This is an optimization exercise on Yosys and OpenROAD, whose aim is small area, a short achievable clock period and few clock cycles, not a production implementation. In this exercise RTL edits were held to simulation tests only and were not proved equivalent to the original. Power figures rest on the tool's default switching activity, not on a simulated workload.

==> maple: inputs <==
Design svm_core, start of the top module:
module svm_core (
    input  wire        clk,
    input  wire        rst,
    input  wire [1:0]  cfg_policy,    
    input  wire [31:0] cfg_quantum,   
    input  wire        cmd_valid,
    output wire        cmd_ready,
    input  wire [3:0]  cmd_op,
    input  wire [31:0] cmd_a,
    input  wire [31:0] cmd_b,
    input  wire [31:0] cmd_c,
    output reg         rsp_valid,
    output reg         rsp_err,
    output reg         rsp_trace,
    output reg  [31:0] rsp_data,
    output wire [1:0]  phase,
    output wire [7:0]  halt_reason
);
    localparam OP_WRITE   = 4'd1, OP_CREATE  = 4'd2, OP_START   = 4'd3,
               OP_STEP    = 4'd4, OP_TIMER   = 4'd5, OP_SWI     = 4'd6,
               OP_ACQUIRE = 4'd7, OP_RELEASE = 4'd8, OP_OBSERVE = 4'd9;
    localparam PH_CONSTRUCT = 2'd0, PH_RUN = 2'd1, PH_HALTED = 2'd2;
    localparam POL_FCFS = 2'd0, POL_SJF = 2'd1, POL_RR = 2'd2, POL_PRIO = 2'd3;
    localparam ST_NEW = 2'd0, ST_READY = 2'd1, ST_RUNNING = 2'd2;
    localparam H_NO_PROCESS = 5'd1, H_NO_FRAME = 5'd2, H_PID_EXHAUSTED = 5'd3,
               F_FETCH_RANGE = 5'd16, F_VA_RANGE = 5'd17, F_UNDEF_INT = 5'd18,
               F_UNDEF_SYSCALL = 5'd19, F_BAD_RELEASE = 5'd21;
    localparam [31:0] SENTINEL = 32'hFFFFFFFF;
    reg [1:0]  policy;
    reg [31:0] quantum;
    reg [31:0] memE [0:31];
    reg [31:0] memO [0:31];
    reg [31:0] mvE, mvO;
    reg [31:0] ra, rb, rc, rip;
    reg [1:0]  ph;
    reg [4:0]  hr;
    reg [2:0]  pool [0:7];       
    reg [3:0]  pcnt;
    reg [3:0]  alive;            
    reg [1:0]  lpid;             
    reg        lnone;            
    reg [2:0]  npid;
    reg [31:0] ticks;
    reg        th;               
    reg        qz;               
    reg [31:0] ir0, ir1;         
    reg [31:0] s_prio  [0:3];
    reg [31:0] s_burst [0:3];
    reg [31:0] s_a     [0:3];
    reg [31:0] s_b     [0:3];
    reg [31:0] s_c     [0:3];
    reg [31:0] s_ip    [0:3];
  ...
==> flow/config.mk <==
export PLATFORM = sky130hd
export DESIGN_NAME = svm_core
export DESIGN_NICKNAME = svm_core
export VERILOG_FILES = /design/flow/design.v
export SDC_FILE = /design/flow/constraint.sdc
export NUM_CORES = 8
export LEC_CHECK = 0
export CAP_MARGIN = 20
export CORE_MARGIN = 2
export CORE_UTILIZATION = 60
export CTS_BUF_LIST = sky130_fd_sc_hd__clkbuf_16
export CTS_CLUSTER_DIAMETER = 60
export CTS_CLUSTER_SIZE = 20
export PLACE_DENSITY = 0.7
export SLEW_MARGIN = 20
export SYNTH_MEMORY_MAX_BITS = 4096
==> flow/constraint.sdc <==
create_clock -name core_clock -period 12.0 [get_ports {clk}]
set_input_delay 2.4000 -clock core_clock [delete_from_list [all_inputs] [get_ports {clk}]]
set_output_delay 2.4000 -clock core_clock [all_outputs]
set_load 0.01 [all_outputs]
standard.sh (not shown) runs the stock make flow with config.mk's settings and CLKGATE_MAP_FILE= SYNTH_SCRIPT=/design/flow/synth_recipe.tcl, a recipe that flattens the netlist after the stock synthesis.
==> flow/flow/run.sh <==
#!/bin/bash
# The standard layout (standard.sh: unchanged synthesis and ORFS steps),
# with setup repair asked to aim 6 ns below the 12 ns clock (SETUP_SLACK_MARGIN,
# default 0) so the flow keeps improving timing past the clock period, and
# plain buf_2 cells as the port buffers (buffer_ports otherwise picks a delay cell).
set -e
export SETUP_SLACK_MARGIN=6
export BUFFER_PORTS_ARGS="-buffer_cell sky130_fd_sc_hd__buf_2"
bash standard.sh > standard.log 2>&1
==> sierra: changes against maple <==
--- a/flow/design.v
+++ b/flow/design.v
@@ -211,21 +211,16 @@
         else                                       hlt = 1'b0;
     end
     wire [1:0] op_pid = pid_at[cmd_a[4:3]];
     wire [1:0] dpid = busy ? pol_pid : ph_con ? 2'd0 : rr_next;
     wire [1:0] rs   = (~busy & is_obs) ? op_pid : dpid;
-    reg  [31:0] rs_a, rs_b, rs_c, rs_ip, rs_pr;
-    always @* begin
-        rs_a = 32'd0; rs_b = 32'd0; rs_c = 32'd0; rs_ip = 32'd0; rs_pr = 32'd0;
-        for (j = 0; j < 4; j = j + 1) begin
-            rs_a  = rs_a  | ({32{rs == j && s_sv[j]}} & s_a[j]);
-            rs_b  = rs_b  | ({32{rs == j && s_sv[j]}} & s_b[j]);
-            rs_c  = rs_c  | ({32{rs == j && s_sv[j]}} & s_c[j]);
-            rs_ip = rs_ip | ({32{rs == j}} & s_ip[j]);
-            rs_pr = rs_pr | ({32{rs == j}} & s_prio[j]);
-        end
-    end
+    wire        rs_sv = s_sv[rs];
+    wire [31:0] rs_a  = rs_sv ? s_a[rs] : 32'd0;
+    wire [31:0] rs_b  = rs_sv ? s_b[rs] : 32'd0;
+    wire [31:0] rs_c  = rs_sv ? s_c[rs] : 32'd0;
+    wire [31:0] rs_ip = s_ip[rs];
+    wire [31:0] rs_pr = s_prio[rs];
     wire [1:0]  pms   = bdisp ? pol_pid : lpid;
     wire [31:0] pm1   = s_prio[pms] + (bdisp ? 32'd1 : 32'hFFFFFFFF);
     wire [31:0] rip2   = rip + 32'd2;
     wire [5:0]  rip3   = rip[5:0] + 6'd3;
     wire [5:0]  jt     = rip[5:0] + w1[5:0];
==> zinc: changes against maple <==
--- a/flow/design.v
+++ b/flow/design.v
@@ -56,14 +56,13 @@
     reg [2:0]  pt_f    [0:31];   
     reg        bld;              
     reg        bdisp;            
     reg        bptmr;            
     reg        bptw;             
-    reg        brf;              
     reg [5:0]  ld_pa;
     reg        ld_c;
-    wire       busy = bld | bdisp | bptw | brf;
+    wire       busy = bld | bdisp | bptw;
     assign cmd_ready   = ~busy;
     assign phase       = ph;
     assign halt_reason = {3'b000, hr};
     integer i, j, k, m;
     wire acc    = cmd_valid & ~busy;
@@ -211,33 +210,27 @@
         else                                       hlt = 1'b0;
     end
     wire [1:0] op_pid = pid_at[cmd_a[4:3]];
     wire [1:0] dpid = busy ? pol_pid : ph_con ? 2'd0 : rr_next;
     wire [1:0] rs   = (~busy & is_obs) ? op_pid : dpid;
-    reg  [31:0] rs_a, rs_b, rs_c, rs_ip, rs_pr;
-    always @* begin
-        rs_a = 32'd0; rs_b = 32'd0; rs_c = 32'd0; rs_ip = 32'd0; rs_pr = 32'd0;
-        for (j = 0; j < 4; j = j + 1) begin
-            rs_a  = rs_a  | ({32{rs == j && s_sv[j]}} & s_a[j]);
-            rs_b  = rs_b  | ({32{rs == j && s_sv[j]}} & s_b[j]);
-            rs_c  = rs_c  | ({32{rs == j && s_sv[j]}} & s_c[j]);
-            rs_ip = rs_ip | ({32{rs == j}} & s_ip[j]);
-            rs_pr = rs_pr | ({32{rs == j}} & s_prio[j]);
-        end
-    end
+    wire        rs_sv = s_sv[rs];
+    wire [31:0] rs_a  = rs_sv ? s_a[rs] : 32'd0;
+    wire [31:0] rs_b  = rs_sv ? s_b[rs] : 32'd0;
+    wire [31:0] rs_c  = rs_sv ? s_c[rs] : 32'd0;
+    wire [31:0] rs_ip = s_ip[rs];
+    wire [31:0] rs_pr = s_prio[rs];
     wire [1:0]  pms   = bdisp ? pol_pid : lpid;
     wire [31:0] pm1   = s_prio[pms] + (bdisp ? 32'd1 : 32'hFFFFFFFF);
     wire [31:0] rip2   = rip + 32'd2;
     wire [5:0]  rip3   = rip[5:0] + 6'd3;
     wire [5:0]  jt     = rip[5:0] + w1[5:0];
     wire [5:0]  jt1    = jt + 6'd1;
     wire [5:0]  dip    = s_ip[dpid][5:0];
     wire [5:0]  dip1   = dip + 6'd1;
-    wire [5:0]  rip1   = rip[5:0] + 6'd1;
     wire        f_stp  = ~busy & is_stp;
-    wire [5:0]  na     = brf ? rip[5:0] : f_stp ? (dec_jmp ? jt : rip2[5:0]) : dip;
-    wire [4:0]  ne     = brf ? rip1[5:1] : f_stp ? (dec_jmp ? jt1[5:1] : rip3[5:1]) : dip1[5:1];
+    wire [5:0]  na     = f_stp ? (dec_jmp ? jt : rip2[5:0]) : dip;
+    wire [4:0]  ne     = f_stp ? (dec_jmp ? jt1[5:1] : rip3[5:1]) : dip1[5:1];
     wire        f_obs  = ~busy & is_obs;
     wire [5:0]  ta     = f_obs ? cmd_a[5:0] : bld ? ld_pa : na;
     wire [4:0]  te     = f_obs ? cmd_a[5:1] : bld ? ld_pa[5:1] : ne;
     reg  [31:0] fe, fo;
     always @* begin
@@ -248,39 +241,57 @@
             fo = fo | ({32{mvO[i] && ta[5:1] == i}} & memO[i]);
         end
     end
     wire [31:0] dr  = ta[0] ? fo : fe;
     wire [31:0] nw1 = ta[0] ? fe : fo;
-    wire       op_ok  = {1'b0, cmd_a[4:3]} < nprocs;
-    wire [3:0] pool_i = pcnt - 4'd1 - {1'b0, cmd_a[2:0]};
-    wire       o_hz   = (cmd_a[31:8] == 24'd0);
-    wire       o_4x   = o_hz & (cmd_a[7:4] == 4'h4);
-    wire       o_fd   = o_hz & (cmd_a[7:5] == 3'b100) & op_ok;      
-    wire       o_pt   = o_hz & (cmd_a[7:5] == 3'b011) & op_ok;      
-    wire       o_pl   = o_hz & (cmd_a[7:3] == 5'b01010);            
-    wire [2:0] o_f    = cmd_a[2:0];
-    wire [31:0] obs =
-        ({32{o_hz & (cmd_a[7:6] == 2'b00)}} & dr) |
-        ({32{o_4x & (cmd_a[3:0] == 4'h0)}} & ra) |
-        ({32{o_4x & (cmd_a[3:0] == 4'h1)}} & rb) |
-        ({32{o_4x & (cmd_a[3:0] == 4'h2)}} & rc) |
-        ({32{o_4x & (cmd_a[3:0] == 4'h4)}} & rip) |
-        ({32{o_4x & (cmd_a[3:0] == 4'h8)}} & {29'd0, nprocs}) |
-        ({32{o_4x & (cmd_a[3:0] == 4'h9)}} & {30'd0, cur}) |
-        ({32{o_4x & (cmd_a[3:0] == 4'hA)}} & (lnone ? SENTINEL : {30'd0, lpid})) |
-        ({32{o_4x & (cmd_a[3:0] == 4'hB)}} & {29'd0, npid}) |
-        ({32{o_4x & (cmd_a[3:0] == 4'hC)}} & {28'd0, pcnt}) |
-        ({32{o_pl}} & (({1'b0, cmd_a[2:0]} < pcnt) ? {26'd0, pool[pool_i[2:0]], 3'd0} : SENTINEL)) |
-        ({32{o_pt}} & (pt_v[op_pid][cmd_a[2:0]] ? {26'd0, pt_f[{op_pid, cmd_a[2:0]}], 3'd0} : SENTINEL)) |
-        ({32{o_fd & (o_f == 3'd0)}} & {30'd0, op_pid}) |
-        ({32{o_fd & (o_f == 3'd1)}} & {30'd0, s_st[op_pid]}) |
-        ({32{o_fd & (o_f == 3'd2)}} & rs_pr) |
-        ({32{o_fd & (o_f == 3'd3)}} & s_burst[op_pid]) |
-        ({32{o_fd & (o_f == 3'd4)}} & rs_a) |
-        ({32{o_fd & (o_f == 3'd5)}} & rs_b) |
-        ({32{o_fd & (o_f == 3'd6)}} & rs_c) |
-        ({32{o_fd & (o_f == 3'd7)}} & rs_ip);
+    reg [31:0] obs;
+    reg        op_ok;
+    reg [3:0]  pool_i;
+    always @* begin
+        obs    = 32'd0;
+        op_ok  = {1'b0, cmd_a[4:3]} < nprocs;
+        pool_i = pcnt - 4'd1 - {1'b0, cmd_a[2:0]};
+        if (cmd_a[31:8] == 24'd0) begin
+            if (cmd_a[7:6] == 2'b00)
+                obs = dr;
+            else if (cmd_a[7:4] == 4'h4) begin
+                case (cmd_a[3:0])
+                    4'h0: obs = ra;
+                    4'h1: obs = rb;
+                    4'h2: obs = rc;
+                    4'h4: obs = rip;
+                    4'h8: obs = {29'd0, nprocs};
+                    4'h9: obs = {30'd0, cur};
+                    4'hA: obs = lnone ? SENTINEL : {30'd0, lpid};
+                    4'hB: obs = {29'd0, npid};
+                    4'hC: obs = {28'd0, pcnt};
+                    default: obs = 32'd0;
+                endcase
+            end else if (cmd_a[7:4] == 4'h5) begin
+                if (cmd_a[3] == 1'b0 && {1'b0, cmd_a[2:0]} < pcnt)
+                    obs = {26'd0, pool[pool_i[2:0]], 3'd0};
+                else if (cmd_a[3] == 1'b0)
+                    obs = SENTINEL;
+            end else if (cmd_a[7:5] == 3'b011) begin
+                if (op_ok)
+                    obs = pt_v[op_pid][cmd_a[2:0]] ? {26'd0, pt_f[{op_pid, cmd_a[2:0]}], 3'd0} : SENTINEL;
+            end else if (cmd_a[7:5] == 3'b100) begin
+                if (op_ok) begin
+                    case (cmd_a[2:0])
+                        3'd0: obs = {30'd0, op_pid};
+                        3'd1: obs = {30'd0, s_st[op_pid]};
+                        3'd2: obs = rs_pr;
+                        3'd3: obs = s_burst[op_pid];
+                        3'd4: obs = rs_a;
+                        3'd5: obs = rs_b;
+                        3'd6: obs = rs_c;
+                        default: obs = rs_ip;
+                    endcase
+                end
+            end
+        end
+    end
     wire        we = wr_ok | s_sto;
     wire [5:0]  wa = is_wr ? cmd_a[5:0] : pa;
     wire [31:0] wd = is_wr ? cmd_b : (w0[1] ? rc : rb);       
     always @(posedge clk) begin
         if (we & ~wa[0]) memE[wa[5:1]] <= wd;
@@ -345,13 +356,13 @@
                          acq | rel | is_obs);
         rsp_trace <= s_inv;
         rsp_data  <= is_obs ? obs :
                  is_acq ? (pool_mt ? SENTINEL : {26'd0, pool_top, 3'd0}) :
                           {29'd0, npid};
-        if (do_disp | s_jmp | s_mov | s_inv | s_sto | s_ld | brf) begin
-            ir0 <= dr;
-            ir1 <= nw1;
+        if (do_disp | s_jmp | s_mov | s_inv | s_sto | s_ld) begin
+            ir0 <= (s_sto && pa == rip2[5:0]) ? wd : dr;
+            ir1 <= (s_sto && pa == rip3)      ? wd : nw1;
         end
     end
     always @(posedge clk) begin
         if (rst) begin
             policy  <= cfg_policy;
@@ -378,11 +389,10 @@
             end
             bld   <= 1'b0;
             bdisp <= 1'b0;
             bptmr <= 1'b0;
             bptw  <= 1'b0;
-            brf   <= 1'b0;
             kv    <= 1'b0;
             rsp_valid <= 1'b0;
         end else begin
             if (we) begin
                 if (wa[0]) mvO[wa[5:1]] <= 1'b1;
@@ -440,11 +450,10 @@
             end
             bld   <= s_ld;
             bdisp <= v_ret | bptw;
             bptmr <= bptw;
             bptw  <= t_pr;
-            brf   <= s_sto & ((pa == rip2[5:0]) | (pa == rip3));
             kv    <= kwe;
             rsp_valid <= (acc & ~(s_ld | v_ret | t_pr)) | bld | bdisp;
         end
     end
 endmodule
==> flow/run.sh (new file) <==
#!/bin/bash
# synth_recipe.tcl (not shown) runs the flow's synth.tcl, then flattens the netlist and writes it again
# the make line also repeats each setting of config.mk as NAME=value (left out here)
make -C /OpenROAD-flow-scripts/flow DESIGN_CONFIG=/design/flow/config.mk WORK_HOME=/design/flow/orfs CLKGATE_MAP_FILE= SYNTH_SCRIPT=/design/flow/synth_recipe.tcl finish
Settings changed: CORE_UTILIZATION 60 to 55, PLACE_DENSITY 0.7 to 0.65, SETUP_SLACK_MARGIN set to 5.
removed: flow/flow/run.sh
removed: flow/standard.sh
==> cedar: changes against maple <==
--- a/flow/design.v
+++ b/flow/design.v
@@ -211,21 +211,16 @@
         else                                       hlt = 1'b0;
     end
     wire [1:0] op_pid = pid_at[cmd_a[4:3]];
     wire [1:0] dpid = busy ? pol_pid : ph_con ? 2'd0 : rr_next;
     wire [1:0] rs   = (~busy & is_obs) ? op_pid : dpid;
-    reg  [31:0] rs_a, rs_b, rs_c, rs_ip, rs_pr;
-    always @* begin
-        rs_a = 32'd0; rs_b = 32'd0; rs_c = 32'd0; rs_ip = 32'd0; rs_pr = 32'd0;
-        for (j = 0; j < 4; j = j + 1) begin
-            rs_a  = rs_a  | ({32{rs == j && s_sv[j]}} & s_a[j]);
-            rs_b  = rs_b  | ({32{rs == j && s_sv[j]}} & s_b[j]);
-            rs_c  = rs_c  | ({32{rs == j && s_sv[j]}} & s_c[j]);
-            rs_ip = rs_ip | ({32{rs == j}} & s_ip[j]);
-            rs_pr = rs_pr | ({32{rs == j}} & s_prio[j]);
-        end
-    end
+    wire        rs_sv = s_sv[rs];
+    wire [31:0] rs_a  = rs_sv ? s_a[rs] : 32'd0;
+    wire [31:0] rs_b  = rs_sv ? s_b[rs] : 32'd0;
+    wire [31:0] rs_c  = rs_sv ? s_c[rs] : 32'd0;
+    wire [31:0] rs_ip = s_ip[rs];
+    wire [31:0] rs_pr = s_prio[rs];
     wire [1:0]  pms   = bdisp ? pol_pid : lpid;
     wire [31:0] pm1   = s_prio[pms] + (bdisp ? 32'd1 : 32'hFFFFFFFF);
     wire [31:0] rip2   = rip + 32'd2;
     wire [5:0]  rip3   = rip[5:0] + 6'd3;
     wire [5:0]  jt     = rip[5:0] + w1[5:0];
==> flow/flow/run.sh (replaced) <==
#!/bin/bash
# The standard layout (standard.sh: unchanged synthesis and ORFS steps),
# with setup repair asked to aim 6 ns below the 12 ns clock (SETUP_SLACK_MARGIN,
# default 0) so the flow keeps improving timing past the clock period.
set -e
export SETUP_SLACK_MARGIN=6
bash standard.sh > standard.log 2>&1
Settings changed: CORE_UTILIZATION 60 to 55, PLACE_DENSITY 0.7 to 0.65.
==> run summary <==
Cell area: maple < zinc < sierra < cedar.
The lowest setup slack belongs to zinc, the highest to maple.
Total power, lowest first: maple, sierra, cedar, zinc.
Clock skew, highest first: zinc, cedar, sierra, maple.
Global-route usage: sierra > cedar > maple > zinc.
Of maple and zinc, zinc has the higher synthesized cell count (gap 10%, measured against zinc).
Flip-flop and latch count is the same in sierra and cedar.
In maple the die area is smaller than in cedar, by 10%.
First-iteration DRC count, highest first: sierra, zinc, cedar, maple.
Testbench counts of maple, summed over its fixed seeds: cycles 46,904.
Testbench counts of sierra, summed over its fixed seeds: cycles 46,904.
Testbench counts of zinc, summed over its fixed seeds: cycles 46,897.
Testbench counts of cedar, summed over its fixed seeds: cycles 46,904.

## port drivers added, routing unchanged
The results above use ideal ports. As a check the final layouts listed here were re-extracted and re-timed, cells and wires unchanged.
Step 1 assumes that a clkbuf_16 drives the clock port and a buf_2 every other input.
Step 2 moves the port delays by t, midway between the first and last clock arrival at a register: inputs arrive t later, outputs are due t later. That takes back most of the time a late clock gives input paths.
a / b / c = ideal / step 1 / step 2; a / b = the first two.
| run | shift t [ns] | slack for setup (ns) | hold WS [ns] | slew at the worst register clock pin (ns) | pins driven straight from the clock port |
|---|---|---|---|---|---|
| maple | 0.986 | 5.884 / 5.941 / 4.954 | 0.460 / 0.460 / 0.460 | 0.09 / 0.09 | 1 |
| sierra | 1.005 | 5.765 / 5.815 / 4.810 | 0.474 / 0.474 / 0.474 | 0.09 / 0.09 | 1 |
| zinc | 1.058 | 4.907 / 4.952 / 3.894 | 0.472 / 0.472 / 0.472 | 0.09 / 0.09 | 1 |
| cedar | 1.058 | 5.778 / 5.832 / 4.774 | 0.481 / 0.481 / 0.481 | 0.09 / 0.09 | 1 |
After both steps setup and hold are still met in every run listed. For zinc, which loses most, drivers alone change the setup slack by +0.045 ns; drivers and shift together by -1.013 ns.
